Context: an optimization exercise on an open-source flow, tuned for small area, a short achievable clock period and few clock cycles per item. The choices shown serve that exercise and are no tape-out recipe. Function was checked by simulation only, so behaviour that the tests miss may differ from the original. No activity file was given, so power comes from the tool's default toggle rates.

File: design.v
module sine_renderer (
  input  wire        clk,
  input  wire        rst,
  input  wire        cmd_valid,
  output wire        cmd_ready,
  input  wire [63:0] cmd_data,
  output wire        wr_valid,
  output wire [31:0] wr_addr,
  output wire        wr_size,
  output wire [31:0] wr_data,
  input  wire        wr_ready,
  input  wire        wr_resp_valid,
  input  wire        wr_resp_err,
  output reg  [2:0]  st_phase,
  output wire        st_done,
  output wire        st_fault,
  output wire [3:0]  st_cause,
  output reg  [31:0] st_nsamp,
  output reg  [63:0] st_finfo
);
  localparam [2:0] PH_READY = 3'd0, PH_TONE = 3'd1, PH_HEADER = 3'd2,
                   PH_DONE  = 3'd3, PH_FAULT = 3'd4;
  reg  [1:0]  cause;
  reg  [3:0]  hidx;
  reg         wv;          
  reg         outst;       
  reg  [24:0] rem10;       
  reg         par;         
  reg         vC, v1, v2, vO;  
  reg  signed [30:0] w;    
  reg         nh;          
  reg  [30:0] f1;          
  reg         fh;          
  wire [3:0]  op   = cmd_data[63:60];
  wire [11:0] rsv  = cmd_data[59:48];
  wire [15:0] dur  = cmd_data[47:32];
  wire [31:0] freq = cmd_data[31:0];
  wire is_tone   = (op == 4'd1) && (rsv == 12'd0) && (dur != 16'd0);
  wire is_finish = (cmd_data == 64'h2000_0000_0000_0000);
  wire [24:0] m441   = dur * 9'd441;
  wire [31:0] remn   = 32'd2147483626 - st_nsamp;
  wire [25:0] lim    = {4'd0, remn[21:0]} * 4'd10 + 26'd9;
  wire        ovf    = (remn[31:22] == 10'd0) && ({1'b0, m441} > lim);
  wire        fge1   = freq[31:16] >= 16'd22050;
  wire        fge2   = freq[31:16] >= 16'd44100;
  wire [15:0] fsub   = fge2 ? 16'd44100 : (fge1 ? 16'd22050 : 16'd0);
  wire [15:0] fhi    = freq[31:16] - fsub;
  wire accept = cmd_valid && (st_phase == PH_READY);
  wire take   = wv && wr_ready;
  wire resp   = outst && wr_resp_valid;
  wire resp_ok = resp && !wr_resp_err;
  wire in_tone = (st_phase == PH_TONE);
  wire last_samp = rem10 < 25'd20;
  wire       step   = in_tone && par && (!vO || take);
  wire [2:0] infl   = {2'd0, vC} + {2'd0, v1} + {2'd0, v2} + {2'd0, vO} + {2'd0, outst};
  reg  [5:0] thr10;
  always @(*) begin
    case (infl)
      3'd0: thr10 = 6'd10;
      3'd1: thr10 = 6'd20;
      3'd2: thr10 = 6'd30;
      3'd3: thr10 = 6'd40;
      3'd4: thr10 = 6'd50;
      default: thr10 = 6'd60;
    endcase
  end
  wire issue = step && (rem10 >= {19'd0, thr10});
  wire signed [32:0] s1    = {{2{w[30]}}, w} + {2'b0, f1};
  wire               cwrap = s1 >= 33'sd722534400;
  wire signed [32:0] s2    = s1 - 33'sd1445068800;
  wire signed [30:0] w_nx  = cwrap ? s2[30:0] : s1[30:0];
  wire               nh_nx = nh ^ fh ^ cwrap;
  wire        wneg = w[30];
  wire [29:0] aa   = wneg ? ~w[29:0] : w[29:0];
  wire [6:0]  hP   = aa[29:23] + {6'd0, aa[22]};
  wire signed [22:0] lP = aa[22:0];
  wire [22:0] cv_nl = ~lP;
  wire [6:0] cv_1_t = lP[22:16];
  wire [10:0] cv_5_t = cv_nl[22:12];
  wire [14:0] cv_9_t = lP[22:8];
  wire [17:0] cv_12_t = lP[22:5];
  wire [20:0] cv_15_t = cv_nl[22:2];
  wire [22:0] cv_18_t = cv_nl;
  wire [22:0] cv_20_t = lP;
  wire [22:0] cv_22_t = lP;
  wire [22:0] cv_25_t = lP;
  wire [22:0] cv_28_t = cv_nl;
  wire [22:0] cv_30_t = cv_nl;
  wire [22:0] cv_32_t = lP;
  wire [22:0] cv_34_t = cv_nl;
  wire [22:0] cv_36_t = cv_nl;
  wire [22:0] cv_38_t = cv_nl;
  wire [22:0] cv_40_t = cv_nl;
  wire [22:0] cv_42_t = lP;
  wire [22:0] cv_44_t = lP;
  wire [51:0] cvs_q0 = {~cv_1_t[6], cv_1_t[5:0]};
  wire [51:0] cvs_q1 = {~cv_5_t[10], cv_5_t[9:0]};
  wire [51:0] cvs_q2 = {~cv_9_t[14], cv_9_t[13:0]};
  wire [51:0] cvs_q3 = {~cv_12_t[17], cv_12_t[16:0]};
  wire [51:0] cvs_q4 = {~cv_15_t[20], cv_15_t[19:0]};
  wire [51:0] cvs_q5 = {~cv_18_t[22], cv_18_t[21:0]};
  wire [51:0] cvs_q6 = {~cv_20_t[22], cv_20_t[21:0]};
  wire [51:0] cvs_q7 = {~cv_22_t[22], cv_22_t[21:0]};
  wire [51:0] cvs_q8 = {~cv_25_t[22], cv_25_t[21:0]};
  wire [51:0] cvs_q9 = {~cv_28_t[22], cv_28_t[21:0]};
  wire [51:0] cvs_q10 = {~cv_30_t[22], cv_30_t[21:0]};
  wire [51:0] cvs_q11 = {~cv_32_t[22], cv_32_t[21:0]};
  wire [51:0] cvs_q12 = {~cv_34_t[22], cv_34_t[21:0]};
  wire [51:0] cvs_q13 = {~cv_36_t[22], cv_36_t[21:0]};
  wire [51:0] cvs_q14 = {~cv_38_t[22], cv_38_t[21:0]};
  wire [51:0] cvs_q15 = {~cv_40_t[22], cv_40_t[21:0]};
  wire [51:0] cvs_q16 = {~cv_42_t[22], cv_42_t[21:0]};
  wire [51:0] cvs_q17 = {~cv_44_t[22], cv_44_t[21:0]};
  wire [51:0] cvs_q18 = ({28{wneg}} & 28'd156653861);
  wire [51:0] cvs = cvs_q0 + cvs_q1 + cvs_q2 + cvs_q3 + cvs_q4 + (cvs_q5 << 1) + (cvs_q6 << 3) + (cvs_q7 << 5) + (cvs_q8 << 8) + (cvs_q9 << 11) + (cvs_q10 << 13) + (cvs_q11 << 15) + (cvs_q12 << 17) + (cvs_q13 << 19) + (cvs_q14 << 21) + (cvs_q15 << 23) + (cvs_q16 << 25) + (cvs_q17 << 27) + cvs_q18 + 52'd3753001312838594;
  wire [44:0] th = cvs[50:6];        
  reg signed [50:0] tx, ty;
  always @(*) begin
    case (hP)
      7'd0: begin tx = 51'sd1030750209917239; ty = 51'sd0; end
      7'd1: begin tx = 51'sd1030578808702042; ty = 51'sd18796656583340; end
      7'd2: begin tx = 51'sd1030064662060323; ty = 51'sd37587061856228; end
      7'd3: begin tx = 51'sd1029207940984741; ty = 51'sd56364966587248; end
      7'd4: begin tx = 51'sd1028008930399872; ty = 51'sd75124125702356; end
      7'd5: begin tx = 51'sd1026468029067451; ty = 51'sd93858300361848; end
      7'd6: begin tx = 51'sd1024585749453754; ty = 51'sd112561260035238; end
      7'd7: begin tx = 51'sd1022362717559165; ty = 51'sd131226784573386; end
      7'd8: begin tx = 51'sd1019799672709982; ty = 51'sd149848666277169; end
      7'd9: begin tx = 51'sd1016897467312533; ty = 51'sd168420711962004; end
      7'd10: begin tx = 51'sd1013657066569692; ty = 51'sd186936745017558; end
      7'd11: begin tx = 51'sd1010079548159871; ty = 51'sd205390607461935; end
      7'd12: begin tx = 51'sd1006166101878614; ty = 51'sd223776161989670; end
      7'd13: begin tx = 51'sd1001918029242896; ty = 51'sd242087294012848; end
      7'd14: begin tx = 51'sd997336743058275; ty = 51'sd260317913694668; end
      7'd15: begin tx = 51'sd992423766949022; ty = 51'sd278461957974776; end
      7'd16: begin tx = 51'sd987180734851405; ty = 51'sd296513392585685; end
      7'd17: begin tx = 51'sd981609390470279; ty = 51'sd314466214059634; end
      7'd18: begin tx = 51'sd975711586699174; ty = 51'sd332314451725189; end
      7'd19: begin tx = 51'sd969489285004065; ty = 51'sd350052169692945; end
      7'd20: begin tx = 51'sd962944554771041; ty = 51'sd367673468829658; end
      7'd21: begin tx = 51'sd956079572618072; ty = 51'sd385172488720154; end
      7'd22: begin tx = 51'sd948896621671121; ty = 51'sd402543409616361; end
      7'd23: begin tx = 51'sd941398090804834; ty = 51'sd419780454372813; end
      7'd24: begin tx = 51'sd933586473848056; ty = 51'sd436877890367990; end
      7'd25: begin tx = 51'sd925464368754444; ty = 51'sd453830031410847; end
      7'd26: begin tx = 51'sd917034476738453; ty = 51'sd470631239631904; end
      7'd27: begin tx = 51'sd908299601376977; ty = 51'sd487275927358265; end
      7'd28: begin tx = 51'sd899262647676944; ty = 51'sd503758558971938; end
      7'd29: begin tx = 51'sd889926621109189; ty = 51'sd520073652750852; end
      7'd30: begin tx = 51'sd880294626608899; ty = 51'sd536215782691940; end
      7'd31: begin tx = 51'sd870369867542995; ty = 51'sd552179580315699; end
      7'd32: begin tx = 51'sd860155644644762; ty = 51'sd567959736451613; end
      7'd33: begin tx = 51'sd849655354916114; ty = 51'sd583551003003854; end
      7'd34: begin tx = 51'sd838872490497827; ty = 51'sd598948194696674; end
      7'd35: begin tx = 51'sd827810637508142; ty = 51'sd614146190798897; end
      7'd36: begin tx = 51'sd816473474850108; ty = 51'sd629139936826953; end
      7'd37: begin tx = 51'sd804864772988066; ty = 51'sd643924446225875; end
      7'd38: begin tx = 51'sd792988392693691; ty = 51'sd658494802027706; end
      7'd39: begin tx = 51'sd780848283761985; ty = 51'sd672846158486763; end
      7'd40: begin tx = 51'sd768448483697678; ty = 51'sd686973742691212; end
      7'd41: begin tx = 51'sd755793116372448; ty = 51'sd700872856150425; end
      7'd42: begin tx = 51'sd742886390653424; ty = 51'sd714538876357585; end
      7'd43: begin tx = 51'sd729732599003419; ty = 51'sd727967258327012; end
      7'd44: begin tx = 51'sd716336116053360; ty = 51'sd741153536105724; end
      7'd45: begin tx = 51'sd702701397147393; ty = 51'sd754093324258698; end
      7'd46: begin tx = 51'sd688832976861144; ty = 51'sd766782319327361; end
      7'd47: begin tx = 51'sd674735467493630; ty = 51'sd779216301260814; end
      7'd48: begin tx = 51'sd660413557533321; ty = 51'sd791391134819323; end
      7'd49: begin tx = 51'sd645872010098860; ty = 51'sd803302770949591; end
      7'd50: begin tx = 51'sd631115661354969; ty = 51'sd814947248131382; end
      7'd51: begin tx = 51'sd616149418904057; ty = 51'sd826320693695023; end
      7'd52: begin tx = 51'sd600978260154071; ty = 51'sd837419325109361; end
      7'd53: begin tx = 51'sd585607230663131; ty = 51'sd848239451239737; end
      7'd54: begin tx = 51'sd570041442461501; ty = 51'sd858777473575572; end
      7'd55: begin tx = 51'sd554286072351450; ty = 51'sd869029887427144; end
      7'd56: begin tx = 51'sd538346360185577; ty = 51'sd878993283091158; end
      7'd57: begin tx = 51'sd522227607124160; ty = 51'sd888664346984735; end
      7'd58: begin tx = 51'sd505935173872122; ty = 51'sd898039862747427; end
      7'd59: begin tx = 51'sd489474478896190; ty = 51'sd907116712310900; end
      7'd60: begin tx = 51'sd472850996622844; ty = 51'sd915891876935927; end
      7'd61: begin tx = 51'sd456070255617656; ty = 51'sd924362438216351; end
      7'd62: begin tx = 51'sd439137836746628; ty = 51'sd932525579049671; end
      7'd63: begin tx = 51'sd422059371320123; ty = 51'sd940378584573944; end
      7'd64: begin tx = 51'sd404840539220037; ty = 51'sd947918843070683; end
      7'd65: begin tx = 51'sd387487067010804; ty = 51'sd955143846833448; end
      7'd66: begin tx = 51'sd370004726034881; ty = 51'sd962051193001851; end
      7'd67: begin tx = 51'sd352399330493340; ty = 51'sd968638584360688; end
      7'd68: begin tx = 51'sd334676735512207; ty = 51'sd974903830103936; end
      7'd69: begin tx = 51'sd316842835195187; ty = 51'sd980844846563363; end
      7'd70: begin tx = 51'sd298903560663432; ty = 51'sd986459657901505; end
      7'd71: begin tx = 51'sd280864878082993; ty = 51'sd991746396768779; end
      7'd72: begin tx = 51'sd262732786680617; ty = 51'sd996703304924524; end
      7'd73: begin tx = 51'sd244513316748554; ty = 51'sd1001328733821742; end
      7'd74: begin tx = 51'sd226212527639023; ty = 51'sd1005621145155369; end
      7'd75: begin tx = 51'sd207836505749023; ty = 51'sd1009579111373877; end
      7'd76: begin tx = 51'sd189391362496147; ty = 51'sd1013201316154043; end
      7'd77: begin tx = 51'sd170883232286067; ty = 51'sd1016486554838724; end
      7'd78: begin tx = 51'sd152318270472387; ty = 51'sd1019433734837499; end
      7'd79: begin tx = 51'sd133702651309517; ty = 51'sd1022041875990039; end
      7'd80: begin tx = 51'sd115042565899269; ty = 51'sd1024310110892080; end
      7'd81: begin tx = 51'sd96344220131846; ty = 51'sd1026237685183904; end
      7'd82: begin tx = 51'sd77613832621916; ty = 51'sd1027823957801222; end
      7'd83: begin tx = 51'sd58857632640450; ty = 51'sd1029068401188373; end
      7'd84: begin tx = 51'sd40081858043017; ty = 51'sd1029970601473776; end
      7'd85: begin tx = 51'sd21292753195229; ty = 51'sd1030530258607577; end
      7'd86: begin tx = 51'sd2496566896014; ty = 51'sd1030747186461436; end
      default: begin tx = 51'sd0; ty = 51'sd0; end
    endcase
  end
  reg signed [50:0] xC, yC;
  reg  [9:0]  bC;     
  reg  [34:0] rhoC;   
  reg         nhC;
  reg  signed [50:0] xm1, ym1;
  wire signed [50:0] u1_x0 = par ? xm1 : xC;
  wire signed [50:0] u1_y0 = par ? ym1 : yC;
  wire signed [50:0] u1_x1_ys = par ? (u1_y0 >>> 9) : (u1_y0 >>> 7);
  wire signed [50:0] u1_x1_xs = par ? (u1_x0 >>> 9) : (u1_x0 >>> 7);
  wire u1_x1_b = par ? bC[2] : bC[0];
  wire signed [50:0] u1_x1 = u1_x1_b ? u1_x0 - u1_x1_ys : u1_x0 + u1_x1_ys;
  wire signed [50:0] u1_y1 = u1_x1_b ? u1_y0 + u1_x1_xs : u1_y0 - u1_x1_xs;
  wire signed [50:0] u1_x2_ys = par ? (u1_y1 >>> 10) : (u1_y1 >>> 8);
  wire signed [50:0] u1_x2_xs = par ? (u1_x1 >>> 10) : (u1_x1 >>> 8);
  wire u1_x2_b = par ? bC[3] : bC[1];
  wire signed [50:0] u1_x2 = u1_x2_b ? u1_x1 - u1_x2_ys : u1_x1 + u1_x2_ys;
  wire signed [50:0] u1_y2 = u1_x2_b ? u1_y1 + u1_x2_xs : u1_y1 - u1_x2_xs;
  wire signed [50:0] u1x = u1_x2;
  wire signed [50:0] u1y = u1_y2;
  wire [35:0] thr_u = {rhoC[34], rhoC} + ({29{bC[0]}} & 29'd357900834) + ({26{bC[1]}} & 26'd44738834) + ({23{bC[2]}} & 23'd5592392) + ({20{bC[3]}} & 20'd699050) + ({17{bC[4]}} & 17'd87382) + ({14{bC[5]}} & 14'd10922) + ({11{bC[6]}} & 11'd1366) + ({8{bC[7]}} & 8'd170) + ({5{bC[8]}} & 5'd22) + ({2{bC[9]}} & 2'd2) + 36'd68514961249;
  wire signed [35:0] thr = thr_u;
  reg signed [50:0] x1, y1;
  reg  [5:0]  b1;
  reg  [35:0] th1;
  reg         nh1;
  reg  signed [50:0] xm2, ym2;
  wire signed [50:0] u2_x0 = par ? xm2 : x1;
  wire signed [50:0] u2_y0 = par ? ym2 : y1;
  wire signed [50:0] u2_x1_ys = par ? (u2_y0 >>> 13) : (u2_y0 >>> 11);
  wire signed [50:0] u2_x1_xs = par ? (u2_x0 >>> 13) : (u2_x0 >>> 11);
  wire u2_x1_b = par ? b1[2] : b1[0];
  wire signed [50:0] u2_x1 = u2_x1_b ? u2_x0 - u2_x1_ys : u2_x0 + u2_x1_ys;
  wire signed [50:0] u2_y1 = u2_x1_b ? u2_y0 + u2_x1_xs : u2_y0 - u2_x1_xs;
  wire signed [50:0] u2_x2_ys = par ? (u2_y1 >>> 14) : (u2_y1 >>> 12);
  wire signed [50:0] u2_x2_xs = par ? (u2_x1 >>> 14) : (u2_x1 >>> 12);
  wire u2_x2_b = par ? b1[3] : b1[1];
  wire signed [50:0] u2_x2 = u2_x2_b ? u2_x1 - u2_x2_ys : u2_x1 + u2_x2_ys;
  wire signed [50:0] u2_y2 = u2_x2_b ? u2_y1 + u2_x2_xs : u2_y1 - u2_x2_xs;
  wire signed [50:0] u2x = u2_x2;
  wire signed [50:0] u2y = u2_y2;
  wire signed [17:0] ths = th1[35:18];
  wire [18:0] sq_bx = {ths, 1'b0};
  wire sq_0_b1 = sq_bx[2], sq_0_b0 = sq_bx[1], sq_0_bm = sq_bx[0];
  wire sq_0_s1 = sq_0_b0 ^ sq_0_bm;
  wire sq_0_s2 = (sq_0_b1 & ~sq_0_b0 & ~sq_0_bm) | (~sq_0_b1 & sq_0_b0 & sq_0_bm);
  wire sq_0_n = sq_0_b1;
  wire [18:0] sq_0_m = ({19{sq_0_s1}} & {ths[17], ths}) | ({19{sq_0_s2}} & {ths, 1'b0});
  wire [18:0] sq_0_r = sq_0_m ^ {19{sq_0_n}};
  wire [10:0] sq_0_t = sq_0_r[18:8];
  wire sq_1_b1 = sq_bx[4], sq_1_b0 = sq_bx[3], sq_1_bm = sq_bx[2];
  wire sq_1_s1 = sq_1_b0 ^ sq_1_bm;
  wire sq_1_s2 = (sq_1_b1 & ~sq_1_b0 & ~sq_1_bm) | (~sq_1_b1 & sq_1_b0 & sq_1_bm);
  wire sq_1_n = sq_1_b1;
  wire [18:0] sq_1_m = ({19{sq_1_s1}} & {ths[17], ths}) | ({19{sq_1_s2}} & {ths, 1'b0});
  wire [18:0] sq_1_r = sq_1_m ^ {19{sq_1_n}};
  wire [12:0] sq_1_t = sq_1_r[18:6];
  wire sq_2_b1 = sq_bx[6], sq_2_b0 = sq_bx[5], sq_2_bm = sq_bx[4];
  wire sq_2_s1 = sq_2_b0 ^ sq_2_bm;
  wire sq_2_s2 = (sq_2_b1 & ~sq_2_b0 & ~sq_2_bm) | (~sq_2_b1 & sq_2_b0 & sq_2_bm);
  wire sq_2_n = sq_2_b1;
  wire [18:0] sq_2_m = ({19{sq_2_s1}} & {ths[17], ths}) | ({19{sq_2_s2}} & {ths, 1'b0});
  wire [18:0] sq_2_r = sq_2_m ^ {19{sq_2_n}};
  wire [14:0] sq_2_t = sq_2_r[18:4];
  wire sq_3_b1 = sq_bx[8], sq_3_b0 = sq_bx[7], sq_3_bm = sq_bx[6];
  wire sq_3_s1 = sq_3_b0 ^ sq_3_bm;
  wire sq_3_s2 = (sq_3_b1 & ~sq_3_b0 & ~sq_3_bm) | (~sq_3_b1 & sq_3_b0 & sq_3_bm);
  wire sq_3_n = sq_3_b1;
  wire [18:0] sq_3_m = ({19{sq_3_s1}} & {ths[17], ths}) | ({19{sq_3_s2}} & {ths, 1'b0});
  wire [18:0] sq_3_r = sq_3_m ^ {19{sq_3_n}};
  wire [16:0] sq_3_t = sq_3_r[18:2];
  wire sq_4_b1 = sq_bx[10], sq_4_b0 = sq_bx[9], sq_4_bm = sq_bx[8];
  wire sq_4_s1 = sq_4_b0 ^ sq_4_bm;
  wire sq_4_s2 = (sq_4_b1 & ~sq_4_b0 & ~sq_4_bm) | (~sq_4_b1 & sq_4_b0 & sq_4_bm);
  wire sq_4_n = sq_4_b1;
  wire [18:0] sq_4_m = ({19{sq_4_s1}} & {ths[17], ths}) | ({19{sq_4_s2}} & {ths, 1'b0});
  wire [18:0] sq_4_r = sq_4_m ^ {19{sq_4_n}};
  wire sq_5_b1 = sq_bx[12], sq_5_b0 = sq_bx[11], sq_5_bm = sq_bx[10];
  wire sq_5_s1 = sq_5_b0 ^ sq_5_bm;
  wire sq_5_s2 = (sq_5_b1 & ~sq_5_b0 & ~sq_5_bm) | (~sq_5_b1 & sq_5_b0 & sq_5_bm);
  wire sq_5_n = sq_5_b1;
  wire [18:0] sq_5_m = ({19{sq_5_s1}} & {ths[17], ths}) | ({19{sq_5_s2}} & {ths, 1'b0});
  wire [18:0] sq_5_r = sq_5_m ^ {19{sq_5_n}};
  wire sq_6_b1 = sq_bx[14], sq_6_b0 = sq_bx[13], sq_6_bm = sq_bx[12];
  wire sq_6_s1 = sq_6_b0 ^ sq_6_bm;
  wire sq_6_s2 = (sq_6_b1 & ~sq_6_b0 & ~sq_6_bm) | (~sq_6_b1 & sq_6_b0 & sq_6_bm);
  wire sq_6_n = sq_6_b1;
  wire [18:0] sq_6_m = ({19{sq_6_s1}} & {ths[17], ths}) | ({19{sq_6_s2}} & {ths, 1'b0});
  wire [18:0] sq_6_r = sq_6_m ^ {19{sq_6_n}};
  wire sq_7_b1 = sq_bx[16], sq_7_b0 = sq_bx[15], sq_7_bm = sq_bx[14];
  wire sq_7_s1 = sq_7_b0 ^ sq_7_bm;
  wire sq_7_s2 = (sq_7_b1 & ~sq_7_b0 & ~sq_7_bm) | (~sq_7_b1 & sq_7_b0 & sq_7_bm);
  wire sq_7_n = sq_7_b1;
  wire [18:0] sq_7_m = ({19{sq_7_s1}} & {ths[17], ths}) | ({19{sq_7_s2}} & {ths, 1'b0});
  wire [18:0] sq_7_r = sq_7_m ^ {19{sq_7_n}};
  wire sq_8_b1 = sq_bx[18], sq_8_b0 = sq_bx[17], sq_8_bm = sq_bx[16];
  wire sq_8_s1 = sq_8_b0 ^ sq_8_bm;
  wire sq_8_s2 = (sq_8_b1 & ~sq_8_b0 & ~sq_8_bm) | (~sq_8_b1 & sq_8_b0 & sq_8_bm);
  wire sq_8_n = sq_8_b1;
  wire [18:0] sq_8_m = ({19{sq_8_s1}} & {ths[17], ths}) | ({19{sq_8_s2}} & {ths, 1'b0});
  wire [18:0] sq_8_r = sq_8_m ^ {19{sq_8_n}};
  wire [29:0] sqs_q0 = {~sq_0_t[10], sq_0_t[9:0]};
  wire [29:0] sqs_q1 = {~sq_1_t[12], sq_1_t[11:0]};
  wire [29:0] sqs_q2 = {~sq_2_t[14], sq_2_t[13:0]};
  wire [29:0] sqs_q3 = {~sq_3_t[16], sq_3_t[15:0]};
  wire [29:0] sqs_q4 = {~sq_4_r[18], sq_4_r[17:0]};
  wire [29:0] sqs_q5 = sq_4_n;
  wire [29:0] sqs_q6 = {~sq_5_r[18], sq_5_r[17:0]};
  wire [29:0] sqs_q7 = sq_5_n;
  wire [29:0] sqs_q8 = {~sq_6_r[18], sq_6_r[17:0]};
  wire [29:0] sqs_q9 = sq_6_n;
  wire [29:0] sqs_q10 = {~sq_7_r[18], sq_7_r[17:0]};
  wire [29:0] sqs_q11 = sq_7_n;
  wire [29:0] sqs_q12 = {~sq_8_r[18], sq_8_r[17:0]};
  wire [29:0] sqs_q13 = sq_8_n;
  wire [29:0] sqs = sqs_q0 + sqs_q1 + sqs_q2 + sqs_q3 + sqs_q4 + sqs_q5 + (sqs_q6 << 2) + (sqs_q7 << 2) + (sqs_q8 << 4) + (sqs_q9 << 4) + (sqs_q10 << 6) + (sqs_q11 << 6) + (sqs_q12 << 8) + (sqs_q13 << 8) + 30'd984263680;
  wire [21:0] qn = sqs[26:5];
  reg signed [50:0] x2, y2;
  reg  [1:0]  b2;
  reg signed [35:0] thT;
  reg  [21:0] qT;
  reg         nhT;
  wire signed [50:0] u3_x0 = x2;
  wire signed [50:0] u3_y0 = y2;
  wire signed [50:0] u3_x1_ys = u3_y0 >>> 15;
  wire signed [50:0] u3_x1_xs = u3_x0 >>> 15;
  wire u3_x1_b = b2[0];
  wire signed [50:0] u3_x1 = u3_x1_b ? u3_x0 - u3_x1_ys : u3_x0 + u3_x1_ys;
  wire signed [50:0] u3_y1 = u3_x1_b ? u3_y0 + u3_x1_xs : u3_y0 - u3_x1_xs;
  wire signed [50:0] u3_x2_ys = u3_y1 >>> 16;
  wire signed [50:0] u3_x2_xs = u3_x1 >>> 16;
  wire u3_x2_b = b2[1];
  wire signed [50:0] u3_x2 = u3_x2_b ? u3_x1 - u3_x2_ys : u3_x1 + u3_x2_ys;
  wire signed [50:0] u3_y2 = u3_x2_b ? u3_y1 + u3_x2_xs : u3_y1 - u3_x2_xs;
  wire signed [50:0] u3x = u3_x2;
  wire signed [50:0] u3y = u3_y2;
  reg signed [50:0] xT;
  reg signed [50:0] yTf;
  wire signed [33:0] ytT = yTf[50:17];
  wire signed [18:0] xt   = xT[50:32];
  wire [36:0] t1_bx = {thT, 1'b0};
  wire t1_0_b1 = t1_bx[2], t1_0_b0 = t1_bx[1], t1_0_bm = t1_bx[0];
  wire t1_0_s1 = t1_0_b0 ^ t1_0_bm;
  wire t1_0_s2 = (t1_0_b1 & ~t1_0_b0 & ~t1_0_bm) | (~t1_0_b1 & t1_0_b0 & t1_0_bm);
  wire t1_0_n = ~t1_0_b1;
  wire [34:0] t1_0_m = ({35{t1_0_s1}} & {ytT[33], ytT}) | ({35{t1_0_s2}} & {ytT, 1'b0});
  wire [34:0] t1_0_r = t1_0_m ^ {35{t1_0_n}};
  wire [7:0] t1_0_t = t1_0_r[34:27];
  wire t1_1_b1 = t1_bx[4], t1_1_b0 = t1_bx[3], t1_1_bm = t1_bx[2];
  wire t1_1_s1 = t1_1_b0 ^ t1_1_bm;
  wire t1_1_s2 = (t1_1_b1 & ~t1_1_b0 & ~t1_1_bm) | (~t1_1_b1 & t1_1_b0 & t1_1_bm);
  wire t1_1_n = ~t1_1_b1;
  wire [34:0] t1_1_m = ({35{t1_1_s1}} & {ytT[33], ytT}) | ({35{t1_1_s2}} & {ytT, 1'b0});
  wire [34:0] t1_1_r = t1_1_m ^ {35{t1_1_n}};
  wire [9:0] t1_1_t = t1_1_r[34:25];
  wire t1_2_b1 = t1_bx[6], t1_2_b0 = t1_bx[5], t1_2_bm = t1_bx[4];
  wire t1_2_s1 = t1_2_b0 ^ t1_2_bm;
  wire t1_2_s2 = (t1_2_b1 & ~t1_2_b0 & ~t1_2_bm) | (~t1_2_b1 & t1_2_b0 & t1_2_bm);
  wire t1_2_n = ~t1_2_b1;
  wire [34:0] t1_2_m = ({35{t1_2_s1}} & {ytT[33], ytT}) | ({35{t1_2_s2}} & {ytT, 1'b0});
  wire [34:0] t1_2_r = t1_2_m ^ {35{t1_2_n}};
  wire [11:0] t1_2_t = t1_2_r[34:23];
  wire t1_3_b1 = t1_bx[8], t1_3_b0 = t1_bx[7], t1_3_bm = t1_bx[6];
  wire t1_3_s1 = t1_3_b0 ^ t1_3_bm;
  wire t1_3_s2 = (t1_3_b1 & ~t1_3_b0 & ~t1_3_bm) | (~t1_3_b1 & t1_3_b0 & t1_3_bm);
  wire t1_3_n = ~t1_3_b1;
  wire [34:0] t1_3_m = ({35{t1_3_s1}} & {ytT[33], ytT}) | ({35{t1_3_s2}} & {ytT, 1'b0});
  wire [34:0] t1_3_r = t1_3_m ^ {35{t1_3_n}};
  wire [13:0] t1_3_t = t1_3_r[34:21];
  wire t1_4_b1 = t1_bx[10], t1_4_b0 = t1_bx[9], t1_4_bm = t1_bx[8];
  wire t1_4_s1 = t1_4_b0 ^ t1_4_bm;
  wire t1_4_s2 = (t1_4_b1 & ~t1_4_b0 & ~t1_4_bm) | (~t1_4_b1 & t1_4_b0 & t1_4_bm);
  wire t1_4_n = ~t1_4_b1;
  wire [34:0] t1_4_m = ({35{t1_4_s1}} & {ytT[33], ytT}) | ({35{t1_4_s2}} & {ytT, 1'b0});
  wire [34:0] t1_4_r = t1_4_m ^ {35{t1_4_n}};
  wire [15:0] t1_4_t = t1_4_r[34:19];
  wire t1_5_b1 = t1_bx[12], t1_5_b0 = t1_bx[11], t1_5_bm = t1_bx[10];
  wire t1_5_s1 = t1_5_b0 ^ t1_5_bm;
  wire t1_5_s2 = (t1_5_b1 & ~t1_5_b0 & ~t1_5_bm) | (~t1_5_b1 & t1_5_b0 & t1_5_bm);
  wire t1_5_n = ~t1_5_b1;
  wire [34:0] t1_5_m = ({35{t1_5_s1}} & {ytT[33], ytT}) | ({35{t1_5_s2}} & {ytT, 1'b0});
  wire [34:0] t1_5_r = t1_5_m ^ {35{t1_5_n}};
  wire [17:0] t1_5_t = t1_5_r[34:17];
  wire t1_6_b1 = t1_bx[14], t1_6_b0 = t1_bx[13], t1_6_bm = t1_bx[12];
  wire t1_6_s1 = t1_6_b0 ^ t1_6_bm;
  wire t1_6_s2 = (t1_6_b1 & ~t1_6_b0 & ~t1_6_bm) | (~t1_6_b1 & t1_6_b0 & t1_6_bm);
  wire t1_6_n = ~t1_6_b1;
  wire [34:0] t1_6_m = ({35{t1_6_s1}} & {ytT[33], ytT}) | ({35{t1_6_s2}} & {ytT, 1'b0});
  wire [34:0] t1_6_r = t1_6_m ^ {35{t1_6_n}};
  wire [19:0] t1_6_t = t1_6_r[34:15];
  wire t1_7_b1 = t1_bx[16], t1_7_b0 = t1_bx[15], t1_7_bm = t1_bx[14];
  wire t1_7_s1 = t1_7_b0 ^ t1_7_bm;
  wire t1_7_s2 = (t1_7_b1 & ~t1_7_b0 & ~t1_7_bm) | (~t1_7_b1 & t1_7_b0 & t1_7_bm);
  wire t1_7_n = ~t1_7_b1;
  wire [34:0] t1_7_m = ({35{t1_7_s1}} & {ytT[33], ytT}) | ({35{t1_7_s2}} & {ytT, 1'b0});
  wire [34:0] t1_7_r = t1_7_m ^ {35{t1_7_n}};
  wire [21:0] t1_7_t = t1_7_r[34:13];
  wire t1_8_b1 = t1_bx[18], t1_8_b0 = t1_bx[17], t1_8_bm = t1_bx[16];
  wire t1_8_s1 = t1_8_b0 ^ t1_8_bm;
  wire t1_8_s2 = (t1_8_b1 & ~t1_8_b0 & ~t1_8_bm) | (~t1_8_b1 & t1_8_b0 & t1_8_bm);
  wire t1_8_n = ~t1_8_b1;
  wire [34:0] t1_8_m = ({35{t1_8_s1}} & {ytT[33], ytT}) | ({35{t1_8_s2}} & {ytT, 1'b0});
  wire [34:0] t1_8_r = t1_8_m ^ {35{t1_8_n}};
  wire [23:0] t1_8_t = t1_8_r[34:11];
  wire t1_9_b1 = t1_bx[20], t1_9_b0 = t1_bx[19], t1_9_bm = t1_bx[18];
  wire t1_9_s1 = t1_9_b0 ^ t1_9_bm;
  wire t1_9_s2 = (t1_9_b1 & ~t1_9_b0 & ~t1_9_bm) | (~t1_9_b1 & t1_9_b0 & t1_9_bm);
  wire t1_9_n = ~t1_9_b1;
  wire [34:0] t1_9_m = ({35{t1_9_s1}} & {ytT[33], ytT}) | ({35{t1_9_s2}} & {ytT, 1'b0});
  wire [34:0] t1_9_r = t1_9_m ^ {35{t1_9_n}};
  wire [25:0] t1_9_t = t1_9_r[34:9];
  wire t1_10_b1 = t1_bx[22], t1_10_b0 = t1_bx[21], t1_10_bm = t1_bx[20];
  wire t1_10_s1 = t1_10_b0 ^ t1_10_bm;
  wire t1_10_s2 = (t1_10_b1 & ~t1_10_b0 & ~t1_10_bm) | (~t1_10_b1 & t1_10_b0 & t1_10_bm);
  wire t1_10_n = ~t1_10_b1;
  wire [34:0] t1_10_m = ({35{t1_10_s1}} & {ytT[33], ytT}) | ({35{t1_10_s2}} & {ytT, 1'b0});
  wire [34:0] t1_10_r = t1_10_m ^ {35{t1_10_n}};
  wire [27:0] t1_10_t = t1_10_r[34:7];
  wire t1_11_b1 = t1_bx[24], t1_11_b0 = t1_bx[23], t1_11_bm = t1_bx[22];
  wire t1_11_s1 = t1_11_b0 ^ t1_11_bm;
  wire t1_11_s2 = (t1_11_b1 & ~t1_11_b0 & ~t1_11_bm) | (~t1_11_b1 & t1_11_b0 & t1_11_bm);
  wire t1_11_n = ~t1_11_b1;
  wire [34:0] t1_11_m = ({35{t1_11_s1}} & {ytT[33], ytT}) | ({35{t1_11_s2}} & {ytT, 1'b0});
  wire [34:0] t1_11_r = t1_11_m ^ {35{t1_11_n}};
  wire [29:0] t1_11_t = t1_11_r[34:5];
  wire t1_12_b1 = t1_bx[26], t1_12_b0 = t1_bx[25], t1_12_bm = t1_bx[24];
  wire t1_12_s1 = t1_12_b0 ^ t1_12_bm;
  wire t1_12_s2 = (t1_12_b1 & ~t1_12_b0 & ~t1_12_bm) | (~t1_12_b1 & t1_12_b0 & t1_12_bm);
  wire t1_12_n = ~t1_12_b1;
  wire [34:0] t1_12_m = ({35{t1_12_s1}} & {ytT[33], ytT}) | ({35{t1_12_s2}} & {ytT, 1'b0});
  wire [34:0] t1_12_r = t1_12_m ^ {35{t1_12_n}};
  wire [31:0] t1_12_t = t1_12_r[34:3];
  wire t1_13_b1 = t1_bx[28], t1_13_b0 = t1_bx[27], t1_13_bm = t1_bx[26];
  wire t1_13_s1 = t1_13_b0 ^ t1_13_bm;
  wire t1_13_s2 = (t1_13_b1 & ~t1_13_b0 & ~t1_13_bm) | (~t1_13_b1 & t1_13_b0 & t1_13_bm);
  wire t1_13_n = ~t1_13_b1;
  wire [34:0] t1_13_m = ({35{t1_13_s1}} & {ytT[33], ytT}) | ({35{t1_13_s2}} & {ytT, 1'b0});
  wire [34:0] t1_13_r = t1_13_m ^ {35{t1_13_n}};
  wire [33:0] t1_13_t = t1_13_r[34:1];
  wire t1_14_b1 = t1_bx[30], t1_14_b0 = t1_bx[29], t1_14_bm = t1_bx[28];
  wire t1_14_s1 = t1_14_b0 ^ t1_14_bm;
  wire t1_14_s2 = (t1_14_b1 & ~t1_14_b0 & ~t1_14_bm) | (~t1_14_b1 & t1_14_b0 & t1_14_bm);
  wire t1_14_n = ~t1_14_b1;
  wire [34:0] t1_14_m = ({35{t1_14_s1}} & {ytT[33], ytT}) | ({35{t1_14_s2}} & {ytT, 1'b0});
  wire [34:0] t1_14_r = t1_14_m ^ {35{t1_14_n}};
  wire t1_15_b1 = t1_bx[32], t1_15_b0 = t1_bx[31], t1_15_bm = t1_bx[30];
  wire t1_15_s1 = t1_15_b0 ^ t1_15_bm;
  wire t1_15_s2 = (t1_15_b1 & ~t1_15_b0 & ~t1_15_bm) | (~t1_15_b1 & t1_15_b0 & t1_15_bm);
  wire t1_15_n = ~t1_15_b1;
  wire [34:0] t1_15_m = ({35{t1_15_s1}} & {ytT[33], ytT}) | ({35{t1_15_s2}} & {ytT, 1'b0});
  wire [34:0] t1_15_r = t1_15_m ^ {35{t1_15_n}};
  wire t1_16_b1 = t1_bx[34], t1_16_b0 = t1_bx[33], t1_16_bm = t1_bx[32];
  wire t1_16_s1 = t1_16_b0 ^ t1_16_bm;
  wire t1_16_s2 = (t1_16_b1 & ~t1_16_b0 & ~t1_16_bm) | (~t1_16_b1 & t1_16_b0 & t1_16_bm);
  wire t1_16_n = ~t1_16_b1;
  wire [34:0] t1_16_m = ({35{t1_16_s1}} & {ytT[33], ytT}) | ({35{t1_16_s2}} & {ytT, 1'b0});
  wire [34:0] t1_16_r = t1_16_m ^ {35{t1_16_n}};
  wire t1_17_b1 = t1_bx[36], t1_17_b0 = t1_bx[35], t1_17_bm = t1_bx[34];
  wire t1_17_s1 = t1_17_b0 ^ t1_17_bm;
  wire t1_17_s2 = (t1_17_b1 & ~t1_17_b0 & ~t1_17_bm) | (~t1_17_b1 & t1_17_b0 & t1_17_bm);
  wire t1_17_n = ~t1_17_b1;
  wire [34:0] t1_17_m = ({35{t1_17_s1}} & {ytT[33], ytT}) | ({35{t1_17_s2}} & {ytT, 1'b0});
  wire [34:0] t1_17_r = t1_17_m ^ {35{t1_17_n}};
  wire [22:0] t2_bx = {qT, 1'b0};
  wire t2_0_b1 = t2_bx[2], t2_0_b0 = t2_bx[1], t2_0_bm = t2_bx[0];
  wire t2_0_s1 = t2_0_b0 ^ t2_0_bm;
  wire t2_0_s2 = (t2_0_b1 & ~t2_0_b0 & ~t2_0_bm) | (~t2_0_b1 & t2_0_b0 & t2_0_bm);
  wire t2_0_n = ~t2_0_b1;
  wire [19:0] t2_0_m = ({20{t2_0_s1}} & {xt[18], xt}) | ({20{t2_0_s2}} & {xt, 1'b0});
  wire [19:0] t2_0_r = t2_0_m ^ {20{t2_0_n}};
  wire [5:0] t2_0_t = t2_0_r[19:14];
  wire t2_1_b1 = t2_bx[4], t2_1_b0 = t2_bx[3], t2_1_bm = t2_bx[2];
  wire t2_1_s1 = t2_1_b0 ^ t2_1_bm;
  wire t2_1_s2 = (t2_1_b1 & ~t2_1_b0 & ~t2_1_bm) | (~t2_1_b1 & t2_1_b0 & t2_1_bm);
  wire t2_1_n = ~t2_1_b1;
  wire [19:0] t2_1_m = ({20{t2_1_s1}} & {xt[18], xt}) | ({20{t2_1_s2}} & {xt, 1'b0});
  wire [19:0] t2_1_r = t2_1_m ^ {20{t2_1_n}};
  wire [7:0] t2_1_t = t2_1_r[19:12];
  wire t2_2_b1 = t2_bx[6], t2_2_b0 = t2_bx[5], t2_2_bm = t2_bx[4];
  wire t2_2_s1 = t2_2_b0 ^ t2_2_bm;
  wire t2_2_s2 = (t2_2_b1 & ~t2_2_b0 & ~t2_2_bm) | (~t2_2_b1 & t2_2_b0 & t2_2_bm);
  wire t2_2_n = ~t2_2_b1;
  wire [19:0] t2_2_m = ({20{t2_2_s1}} & {xt[18], xt}) | ({20{t2_2_s2}} & {xt, 1'b0});
  wire [19:0] t2_2_r = t2_2_m ^ {20{t2_2_n}};
  wire [9:0] t2_2_t = t2_2_r[19:10];
  wire t2_3_b1 = t2_bx[8], t2_3_b0 = t2_bx[7], t2_3_bm = t2_bx[6];
  wire t2_3_s1 = t2_3_b0 ^ t2_3_bm;
  wire t2_3_s2 = (t2_3_b1 & ~t2_3_b0 & ~t2_3_bm) | (~t2_3_b1 & t2_3_b0 & t2_3_bm);
  wire t2_3_n = ~t2_3_b1;
  wire [19:0] t2_3_m = ({20{t2_3_s1}} & {xt[18], xt}) | ({20{t2_3_s2}} & {xt, 1'b0});
  wire [19:0] t2_3_r = t2_3_m ^ {20{t2_3_n}};
  wire [11:0] t2_3_t = t2_3_r[19:8];
  wire t2_4_b1 = t2_bx[10], t2_4_b0 = t2_bx[9], t2_4_bm = t2_bx[8];
  wire t2_4_s1 = t2_4_b0 ^ t2_4_bm;
  wire t2_4_s2 = (t2_4_b1 & ~t2_4_b0 & ~t2_4_bm) | (~t2_4_b1 & t2_4_b0 & t2_4_bm);
  wire t2_4_n = ~t2_4_b1;
  wire [19:0] t2_4_m = ({20{t2_4_s1}} & {xt[18], xt}) | ({20{t2_4_s2}} & {xt, 1'b0});
  wire [19:0] t2_4_r = t2_4_m ^ {20{t2_4_n}};
  wire [13:0] t2_4_t = t2_4_r[19:6];
  wire t2_5_b1 = t2_bx[12], t2_5_b0 = t2_bx[11], t2_5_bm = t2_bx[10];
  wire t2_5_s1 = t2_5_b0 ^ t2_5_bm;
  wire t2_5_s2 = (t2_5_b1 & ~t2_5_b0 & ~t2_5_bm) | (~t2_5_b1 & t2_5_b0 & t2_5_bm);
  wire t2_5_n = ~t2_5_b1;
  wire [19:0] t2_5_m = ({20{t2_5_s1}} & {xt[18], xt}) | ({20{t2_5_s2}} & {xt, 1'b0});
  wire [19:0] t2_5_r = t2_5_m ^ {20{t2_5_n}};
  wire [15:0] t2_5_t = t2_5_r[19:4];
  wire t2_6_b1 = t2_bx[14], t2_6_b0 = t2_bx[13], t2_6_bm = t2_bx[12];
  wire t2_6_s1 = t2_6_b0 ^ t2_6_bm;
  wire t2_6_s2 = (t2_6_b1 & ~t2_6_b0 & ~t2_6_bm) | (~t2_6_b1 & t2_6_b0 & t2_6_bm);
  wire t2_6_n = ~t2_6_b1;
  wire [19:0] t2_6_m = ({20{t2_6_s1}} & {xt[18], xt}) | ({20{t2_6_s2}} & {xt, 1'b0});
  wire [19:0] t2_6_r = t2_6_m ^ {20{t2_6_n}};
  wire [17:0] t2_6_t = t2_6_r[19:2];
  wire t2_7_b1 = t2_bx[16], t2_7_b0 = t2_bx[15], t2_7_bm = t2_bx[14];
  wire t2_7_s1 = t2_7_b0 ^ t2_7_bm;
  wire t2_7_s2 = (t2_7_b1 & ~t2_7_b0 & ~t2_7_bm) | (~t2_7_b1 & t2_7_b0 & t2_7_bm);
  wire t2_7_n = ~t2_7_b1;
  wire [19:0] t2_7_m = ({20{t2_7_s1}} & {xt[18], xt}) | ({20{t2_7_s2}} & {xt, 1'b0});
  wire [19:0] t2_7_r = t2_7_m ^ {20{t2_7_n}};
  wire t2_8_b1 = t2_bx[18], t2_8_b0 = t2_bx[17], t2_8_bm = t2_bx[16];
  wire t2_8_s1 = t2_8_b0 ^ t2_8_bm;
  wire t2_8_s2 = (t2_8_b1 & ~t2_8_b0 & ~t2_8_bm) | (~t2_8_b1 & t2_8_b0 & t2_8_bm);
  wire t2_8_n = ~t2_8_b1;
  wire [19:0] t2_8_m = ({20{t2_8_s1}} & {xt[18], xt}) | ({20{t2_8_s2}} & {xt, 1'b0});
  wire [19:0] t2_8_r = t2_8_m ^ {20{t2_8_n}};
  wire t2_9_b1 = t2_bx[20], t2_9_b0 = t2_bx[19], t2_9_bm = t2_bx[18];
  wire t2_9_s1 = t2_9_b0 ^ t2_9_bm;
  wire t2_9_s2 = (t2_9_b1 & ~t2_9_b0 & ~t2_9_bm) | (~t2_9_b1 & t2_9_b0 & t2_9_bm);
  wire t2_9_n = ~t2_9_b1;
  wire [19:0] t2_9_m = ({20{t2_9_s1}} & {xt[18], xt}) | ({20{t2_9_s2}} & {xt, 1'b0});
  wire [19:0] t2_9_r = t2_9_m ^ {20{t2_9_n}};
  wire t2_10_b1 = t2_bx[22], t2_10_b0 = t2_bx[21], t2_10_bm = t2_bx[20];
  wire t2_10_s1 = t2_10_b0 ^ t2_10_bm;
  wire t2_10_s2 = (t2_10_b1 & ~t2_10_b0 & ~t2_10_bm) | (~t2_10_b1 & t2_10_b0 & t2_10_bm);
  wire t2_10_n = ~t2_10_b1;
  wire [19:0] t2_10_m = ({20{t2_10_s1}} & {xt[18], xt}) | ({20{t2_10_s2}} & {xt, 1'b0});
  wire [19:0] t2_10_r = t2_10_m ^ {20{t2_10_n}};
  wire [57:0] fin_q0 = {~xT[50], xT[49:0]};
  wire [57:0] fin_q1 = {~t1_0_t[7], t1_0_t[6:0]};
  wire [57:0] fin_q2 = {~t1_1_t[9], t1_1_t[8:0]};
  wire [57:0] fin_q3 = {~t1_2_t[11], t1_2_t[10:0]};
  wire [57:0] fin_q4 = {~t1_3_t[13], t1_3_t[12:0]};
  wire [57:0] fin_q5 = {~t1_4_t[15], t1_4_t[14:0]};
  wire [57:0] fin_q6 = {~t1_5_t[17], t1_5_t[16:0]};
  wire [57:0] fin_q7 = {~t1_6_t[19], t1_6_t[18:0]};
  wire [57:0] fin_q8 = {~t1_7_t[21], t1_7_t[20:0]};
  wire [57:0] fin_q9 = {~t1_8_t[23], t1_8_t[22:0]};
  wire [57:0] fin_q10 = {~t1_9_t[25], t1_9_t[24:0]};
  wire [57:0] fin_q11 = {~t1_10_t[27], t1_10_t[26:0]};
  wire [57:0] fin_q12 = {~t1_11_t[29], t1_11_t[28:0]};
  wire [57:0] fin_q13 = {~t1_12_t[31], t1_12_t[30:0]};
  wire [57:0] fin_q14 = {~t1_13_t[33], t1_13_t[32:0]};
  wire [57:0] fin_q15 = {~t1_14_r[34], t1_14_r[33:0]};
  wire [57:0] fin_q16 = t1_14_n;
  wire [57:0] fin_q17 = {~t1_15_r[34], t1_15_r[33:0]};
  wire [57:0] fin_q18 = t1_15_n;
  wire [57:0] fin_q19 = {~t1_16_r[34], t1_16_r[33:0]};
  wire [57:0] fin_q20 = t1_16_n;
  wire [57:0] fin_q21 = {~t1_17_r[34], t1_17_r[33:0]};
  wire [57:0] fin_q22 = t1_17_n;
  wire [57:0] fin_q23 = {~t2_0_t[5], t2_0_t[4:0]};
  wire [57:0] fin_q24 = {~t2_1_t[7], t2_1_t[6:0]};
  wire [57:0] fin_q25 = {~t2_2_t[9], t2_2_t[8:0]};
  wire [57:0] fin_q26 = {~t2_3_t[11], t2_3_t[10:0]};
  wire [57:0] fin_q27 = {~t2_4_t[13], t2_4_t[12:0]};
  wire [57:0] fin_q28 = {~t2_5_t[15], t2_5_t[14:0]};
  wire [57:0] fin_q29 = {~t2_6_t[17], t2_6_t[16:0]};
  wire [57:0] fin_q30 = {~t2_7_r[19], t2_7_r[18:0]};
  wire [57:0] fin_q31 = t2_7_n;
  wire [57:0] fin_q32 = {~t2_8_r[19], t2_8_r[18:0]};
  wire [57:0] fin_q33 = t2_8_n;
  wire [57:0] fin_q34 = {~t2_9_r[19], t2_9_r[18:0]};
  wire [57:0] fin_q35 = t2_9_n;
  wire [57:0] fin_q36 = {~t2_10_r[19], t2_10_r[18:0]};
  wire [57:0] fin_q37 = t2_10_n;
  wire [57:0] fin = (fin_q0 << 6) + fin_q1 + fin_q2 + fin_q3 + fin_q4 + fin_q5 + fin_q6 + fin_q7 + fin_q8 + fin_q9 + fin_q10 + fin_q11 + fin_q12 + fin_q13 + fin_q14 + (fin_q15 << 1) + (fin_q16 << 1) + (fin_q17 << 3) + (fin_q18 << 3) + (fin_q19 << 5) + (fin_q20 << 5) + (fin_q21 << 7) + (fin_q22 << 7) + fin_q23 + fin_q24 + fin_q25 + fin_q26 + fin_q27 + fin_q28 + fin_q29 + fin_q30 + fin_q31 + (fin_q32 << 2) + (fin_q33 << 2) + (fin_q34 << 4) + (fin_q35 << 4) + (fin_q36 << 6) + (fin_q37 << 6) + 58'd216170949549664992;
  wire        [15:0] rr   = fin[56:41];
  wire        [15:0] smp  = nhT ? (16'd0 - rr) : rr;
  reg [15:0] smpO;
  wire [31:0] ds = {st_nsamp[30:0], 1'b0};
  reg  [31:0] h_addr;
  reg         h_size;
  reg  [31:0] h_val;
  always @(*) begin
    case (hidx)
      4'd0:    begin h_addr = 32'd0;  h_size = 1'b1; h_val = 32'h46464952;   end
      4'd1:    begin h_addr = 32'd4;  h_size = 1'b1; h_val = ds + 32'd36;    end
      4'd2:    begin h_addr = 32'd8;  h_size = 1'b1; h_val = 32'h45564157;   end
      4'd3:    begin h_addr = 32'd12; h_size = 1'b1; h_val = 32'h20746D66;   end
      4'd4:    begin h_addr = 32'd16; h_size = 1'b1; h_val = 32'd16;         end
      4'd5:    begin h_addr = 32'd20; h_size = 1'b0; h_val = 32'd1;          end
      4'd6:    begin h_addr = 32'd22; h_size = 1'b0; h_val = 32'd1;          end
      4'd7:    begin h_addr = 32'd24; h_size = 1'b1; h_val = 32'd44100;      end
      4'd8:    begin h_addr = 32'd28; h_size = 1'b1; h_val = 32'd88200;      end
      4'd9:    begin h_addr = 32'd32; h_size = 1'b0; h_val = 32'd2;          end
      4'd10:   begin h_addr = 32'd34; h_size = 1'b0; h_val = 32'd16;         end
      4'd11:   begin h_addr = 32'd36; h_size = 1'b1; h_val = 32'h61746164;   end
      default: begin h_addr = 32'd40; h_size = 1'b1; h_val = ds;             end
    endcase
  end
  wire in_header = (st_phase == PH_HEADER);
  assign cmd_ready = (st_phase == PH_READY);
  assign wr_valid  = wv;
  assign wr_addr   = in_header ? h_addr : {st_nsamp[30:0] + 31'd22, 1'b0};
  assign wr_size   = in_header ? h_size : 1'b0;
  assign wr_data   = in_header ? h_val  : {16'd0, smpO};
  assign st_done   = (st_phase == PH_DONE);
  assign st_fault  = (st_phase == PH_FAULT);
  assign st_cause  = {2'b00, cause};
  wire vO_nx = step ? v2 : (take ? 1'b0 : vO);
  always @(posedge clk) begin
    if (rst) begin
      st_phase <= PH_READY;
      cause    <= 2'd0;
      st_finfo <= 64'd0;
      st_nsamp <= 32'd0;
      wv       <= 1'b0;
      outst    <= 1'b0;
      par      <= 1'b0;
      vC       <= 1'b0;
      v1       <= 1'b0;
      v2       <= 1'b0;
      vO       <= 1'b0;
    end else begin
      if (take) outst <= 1'b1;
      else if (resp) outst <= 1'b0;
      if (accept) begin
        if (is_tone) begin
          if (ovf) begin
            st_phase <= PH_FAULT;
            cause    <= 2'd3;
            st_finfo <= cmd_data;
          end else begin
            st_phase <= PH_TONE;
            rem10    <= m441;
            w        <= -31'sd722534400;
            nh       <= 1'b0;
            f1       <= {fhi[14:0], freq[15:0]};
            fh       <= fge1 && !fge2;
            par      <= 1'b1;
          end
        end else if (is_finish) begin
          st_phase <= PH_HEADER;
          hidx     <= 4'd0;
          wv       <= 1'b1;
        end else begin
          st_phase <= PH_FAULT;
          cause    <= 2'd2;
          st_finfo <= cmd_data;
        end
      end
      if (in_tone) begin
        par <= !par;
        vO  <= vO_nx;
        if (step) begin
          vC <= issue;
          v1 <= vC;
          v2 <= v1;
        end
        if (issue) begin
          w  <= w_nx;
          nh <= nh_nx;
        end
      end
      if (take) wv <= 1'b0;
      else if (!wv && in_tone && vO_nx && (!outst || (resp_ok && !last_samp))) wv <= 1'b1;
      else if (!wv && in_header && resp_ok && hidx != 4'd12) wv <= 1'b1;
      if (resp) begin
        if (wr_resp_err) begin
          st_phase <= PH_FAULT;
          cause    <= 2'd1;
          st_finfo <= {32'd0, wr_addr};
        end else if (in_tone) begin
          st_nsamp <= st_nsamp + 32'd1;
          rem10    <= rem10 - 25'd10;
          if (last_samp) st_phase <= PH_READY;
        end else if (in_header) begin
          if (hidx == 4'd12) st_phase <= PH_DONE;
          else hidx <= hidx + 4'd1;
        end
      end
    end
  end
  always @(posedge clk) begin
    if (step) begin
      xC   <= tx;
      yC   <= ty;
      bC   <= {th[35], th[36], th[37], th[38], th[39], th[40], th[41], th[42], th[43], ~th[44]};
      rhoC <= {~th[34], th[33:0]};
      nhC  <= nh;
      x1   <= u1x;
      y1   <= u1y;
      b1   <= bC[9:4];
      th1  <= thr;
      nh1  <= nhC;
      x2   <= u2x;
      y2   <= u2y;
      b2   <= b1[5:4];
      thT  <= th1;
      qT   <= qn;
      nhT  <= nh1;
      smpO <= smp;
    end
    xm1 <= u1x;
    ym1 <= u1y;
    xm2 <= u2x;
    ym2 <= u2y;
    xT  <= u3x;
    yTf <= u3y;
  end
endmodule
File: run.sh
#!/bin/bash
# synth_recipe.tcl (not shown) runs the flow's synth.tcl, then flattens the netlist and writes it again
# the make line also repeats each setting of config.mk as NAME=value (left out here)
make -C /OpenROAD-flow-scripts/flow DESIGN_CONFIG=/design/flow/config.mk WORK_HOME=/design/flow/orfs CLKGATE_MAP_FILE= SYNTH_SCRIPT=/design/flow/synth_recipe.tcl finish
File: config.mk
export PLATFORM = sky130hd
export DESIGN_NAME = sine_renderer
export DESIGN_NICKNAME = sine_renderer
export VERILOG_FILES = /design/flow/design.v
export SDC_FILE = /design/flow/constraint.sdc
export NUM_CORES = 4
export LEC_CHECK = 0
export CAP_MARGIN = 20
export CORE_MARGIN = 2
export CORE_UTILIZATION = 30
export PLACE_DENSITY = 0.5
export SLEW_MARGIN = 20
export SYNTH_MEMORY_MAX_BITS = 16384
File: constraint.sdc
create_clock -name core_clock -period 12.0 [get_ports {clk}]
set_input_delay 2.4000 -clock core_clock [delete_from_list [all_inputs] [get_ports {clk}]]
set_output_delay 2.4000 -clock core_clock [all_outputs]
set_load 0.01 [all_outputs]
==> impl_metrics.tcl <==
set metrics [dict create \
    die_h_um 730.5 \
    cts_tree "yes" \
    cap_viol_max_count 0 \
    whs_ns 0.4195 \
    final_hold_viol_count 0 \
    async_reset_ff_share_pct 0 \
    yosys_register_bits 960 \
    seq_area_um2 24890 \
    hold_buffers 0 \
    max-slew-margin-rel_pct 12.99 \
    finalCritPeriodShare_pct 94.08 \
    setup_viol_count_final 0 \
    postSynthAreaPerCell_um2 7.894 \
    multi_input_area_um2 123300 \
    totalWireLength_mm 710.1 \
    internal_power_mw 10.53 \
    clkTransAtPathRegs_ns 0.06 \
    post_cts_resized 0 \
    viasPerCell 5.755 \
    tns_ns 0 \
    slew_viol_final 0 \
    rows 266 \
    grt_busiest_layer "met2" \
    period_needed_ns 11.29 \
    grt-ovfl-total 0 \
    criticalPathCategory "reg2reg" \
    max_freq_mhz 88.57 \
    die_w_um 730.5 \
    synth_common_cells "a21oi_1, nor2_1, nand2_1" \
    dieArea_um2 533700 \
    grt.total_usage_pct 25.59 \
    synthTopCellsByArea "fa_1, ha_1, edfxtp_1" \
    ys_warn_count 1 \
    clkPwrFrac_pct 23.2 \
    grt_util_met1_pct 34.42 \
    drc_errors 0 \
    cp_slowest_cell "or4_1" \
    use_met2_pct 40.61 \
    seq_power_share_pct 20.9 \
    met3_usage_pct 3.148 \
    port_buffers 238 \
    synth.top_cell.area_share_pct 12.68 \
    grt_start_max_net_pins 134 \
    vias 153600 \
    crit_fanout 11 \
    area_growth_pct 9.533 \
    gp_congestion 1.036 \
    grt_pass1_vias 145200 \
    start_util_pct 30.15 \
    synthDistinctLibCells 130 \
    design_area_um2 173400 \
    hold_path.class "reg2reg" \
    synthCells 20060 \
    core-area_um2 525200 \
    synth-edff-count 563 \
    ios 242 \
    grt_pass1_wl_mm 1025 \
    synth_ff_type "edfxtp_1" \
    dr.pass1.iters 6 \
    rsz0062_at_grt "false" \
    cts.sinks 960 \
    worst_slew_pin_slew_ns 1.292 \
    numCtsBuffers 141 \
    power.leakage_nw 71.37 \
    switchingPower_mw 8.723 \
    placed_area_um2 168400 \
    cts-root-buf "clkbuf_16" \
    power_density_nw_per_um2 111.0 \
    syn_area_um2 158400 \
    final_nets 22190 \
    critPathRequiredTime_ns 12.59 \
    postRouteAntennaNets 0 \
    pwr-share-comb_pct 56.0 \
    cpPeakStageDelay_ns 0.72 \
    clk_latency_ns 0.93 \
    hpwl_mm 562.4 \
    status "timing/DRC/antenna clean" \
    critPathCaptureType "flop" \
    n_fill_cell 55740 \
    fin_skew_ns 0.1346 \
    switching_share_pct 45.32 \
    avgRoutedWirePerCell_um 26.61 \
    drive_gt1_share_pct 6.229 \
    postCtsSetupBuffers 0 \
    synth.most_common_cell "a21oi_1" \
    antenna_found_initial 58 \
    irDropWorstVdd_mv 0.3475 \
    drtIter0Drc 15580 \
    cp_common_cell "buf_4" \
    critPathLaunchType "flop" \
    synth_area_leader_cell "fa_1" \
    h-tree-depth 4 \
    critPathArrivalTime_ns 11.88 \
    clockBufferDepth 4 \
    seq_area_frac_synth_pct 15.70 \
]
critical path: cells and delay by family (launching register included):
| family | cells | cell delay (ns) |
|---|---|---|
| AOI/OAI and AO/OA | 17 | 4.06 |
| buffers and inverters | 6 | 1.23 |
| xor gates and xnor gates | 4 | 1.06 |
| DFF | 1 | 0.64 |
| muxes | 1 | 0.27 |
| adders and majority gates | 3 | 0.93 |
| and+or+nand+nor | 8 | 2.64 |
metal layers:
| layer | vias to the layer above | routed length [um] |
|---|---|---|
| met5 | - | 80 |
| met4 | 12 | 40010 |
| met3 | 1446 | 45470 |
| met2 | 6406 | 316900 |
| met1 | 74740 | 307700 |
| li1 | 70980 | - |
placed cells by master (no fill, tap or decap), types with 142 or more instances in the layout:
cell type,instances
nand2_1,1581
o21a_1,150
nor2_1,1892
xor2_1,561
inv_1,1369
o21ai_0,1255
clkdlybuf4s50_1,237
nand3_1,331
a211oi_1,224
dfxtp_1,371
a22oi_1,402
mux2i_1,275
a221oi_1,311
clkbuf_16,148
nor2b_1,145
fa_1,1003
a31oi_1,204
and2_1,170
nand2b_1,174
a21o_1,491
a21oi_1,1951
edfxtp_1,563
xnor2_1,839
buf_4,485
ha_1,1542
o22ai_1,349
o211ai_1,142
nor3_1,411
mux2_2,190
state kept, by name (all words and copies together) (netlist names), 10 cells and up:
name and cells:
bC 10, f1 31, qT 22, rem10 25
rhoC 35, smpO 16, st_finfo 64, st_nsamp 32
th1 36, thT 36, w 31, x1 51
x2 51, xC 50, xT 51, xm1 51
xm2 51, y1 51, y2 51, yC 50
yTf 34, ym1 51, ym2 51
cells by family after synthesis:
logic type / after synthesis / synth area share [%]
flip-flops: 960 / 15.70
AO/OA/AOI/OAI: 6409 / 25.76
multiplexers: 469 / 3.123
adder cells (fa/ha/maj): 2550 / 24.90
AND/OR/NAND/NOR: 5488 / 15.96
XOR/XNOR: 1416 / 7.863
other: 1 / 0.002368
buffers and inverters: 2768 / 6.696
power by group through the flow:
stage | logic [mW] | registers [mW] | clock network [mW]
after CTS | 10.6 | 4.02 | 4.58
after detailed placement | 10.5 | 4.09 | 0
after global placement | 10.5 | 4.09 | 0
final | 10.8 | 4.02 | 4.46
after floorplan | 6.68 | 4.08 | 0
after global routing | 11.7 | 4.02 | 4.68
through the flow:
| step | util (%) | power (mW) | setup slack (ns) | instances |
|---|---|---|---|---|
| finish | 33.03 | 19.25 | 0.7100 | 26690 |
| global route | 33.02 | 20.40 | 0.2078 | 26670 |
| CTS | 32.99 | 19.17 | 0.9216 | 26640 |
| detailed placement | 32.07 | 14.58 | 0.8748 | 26390 |
| global placement | 32.07 | 14.62 | 0.9017 | 26390 |
| floorplan | - | 10.76 | 1.076 | 20060 |
layout make-up:
cell class	instances	share of cell area (%)
Clock buffer	174	2.249
Sequential cell	960	14.35
Tap cell	6968	5.026
Multi-Input combinational cell	16340	71.11
Inverter	1390	3.016
Timing Repair Buffer	742	3.681
Antenna cell	36	0.05194
Clock inverter	80	0.5179
path summary, 6_finish.rpt:
path	start	end	slack [ns]	depth (start not counted)
worst max-delay path	par	x2[50]	0.71	39
worst min-delay path	b1[5]	b2[1]	0.42	0
worst max register to register	par	x2[50]	0.71	39
worst min register to register	b1[5]	b2[1]	0.42	0
Testbench counts, summed over its fixed seeds: cycles 154,114, items 76,561.

-- static timing again, ports no longer ideal --
In the flow no input, the clock included, has a driving cell. The finished layout below was timed again as built, in two steps.
Step 1 sets driving cells, clkbuf_16 on the clock port and buf_2 on the other inputs (assumed; they add their load-dependent delay and slew).
Step 2 adds t to the input delays and takes it off the output delays; t is the mean of the earliest and latest rising clock arrival at the registers after step 1. Input paths then give back, and output paths get back, about the clock's delay inside the block.
Slacks: ideal / step 1 / step 2; pairs: ideal / step 1.
shift t [ns]: 0.987
setup WS [ns]: 0.710 / 0.710 / 0.710
clock arrival spread, ns: 0.134 / 0.135
After both steps this run still meets setup and hold. The setup slack of this run moves by 0.000 ns with the drivers and by 0.000 ns with both steps.
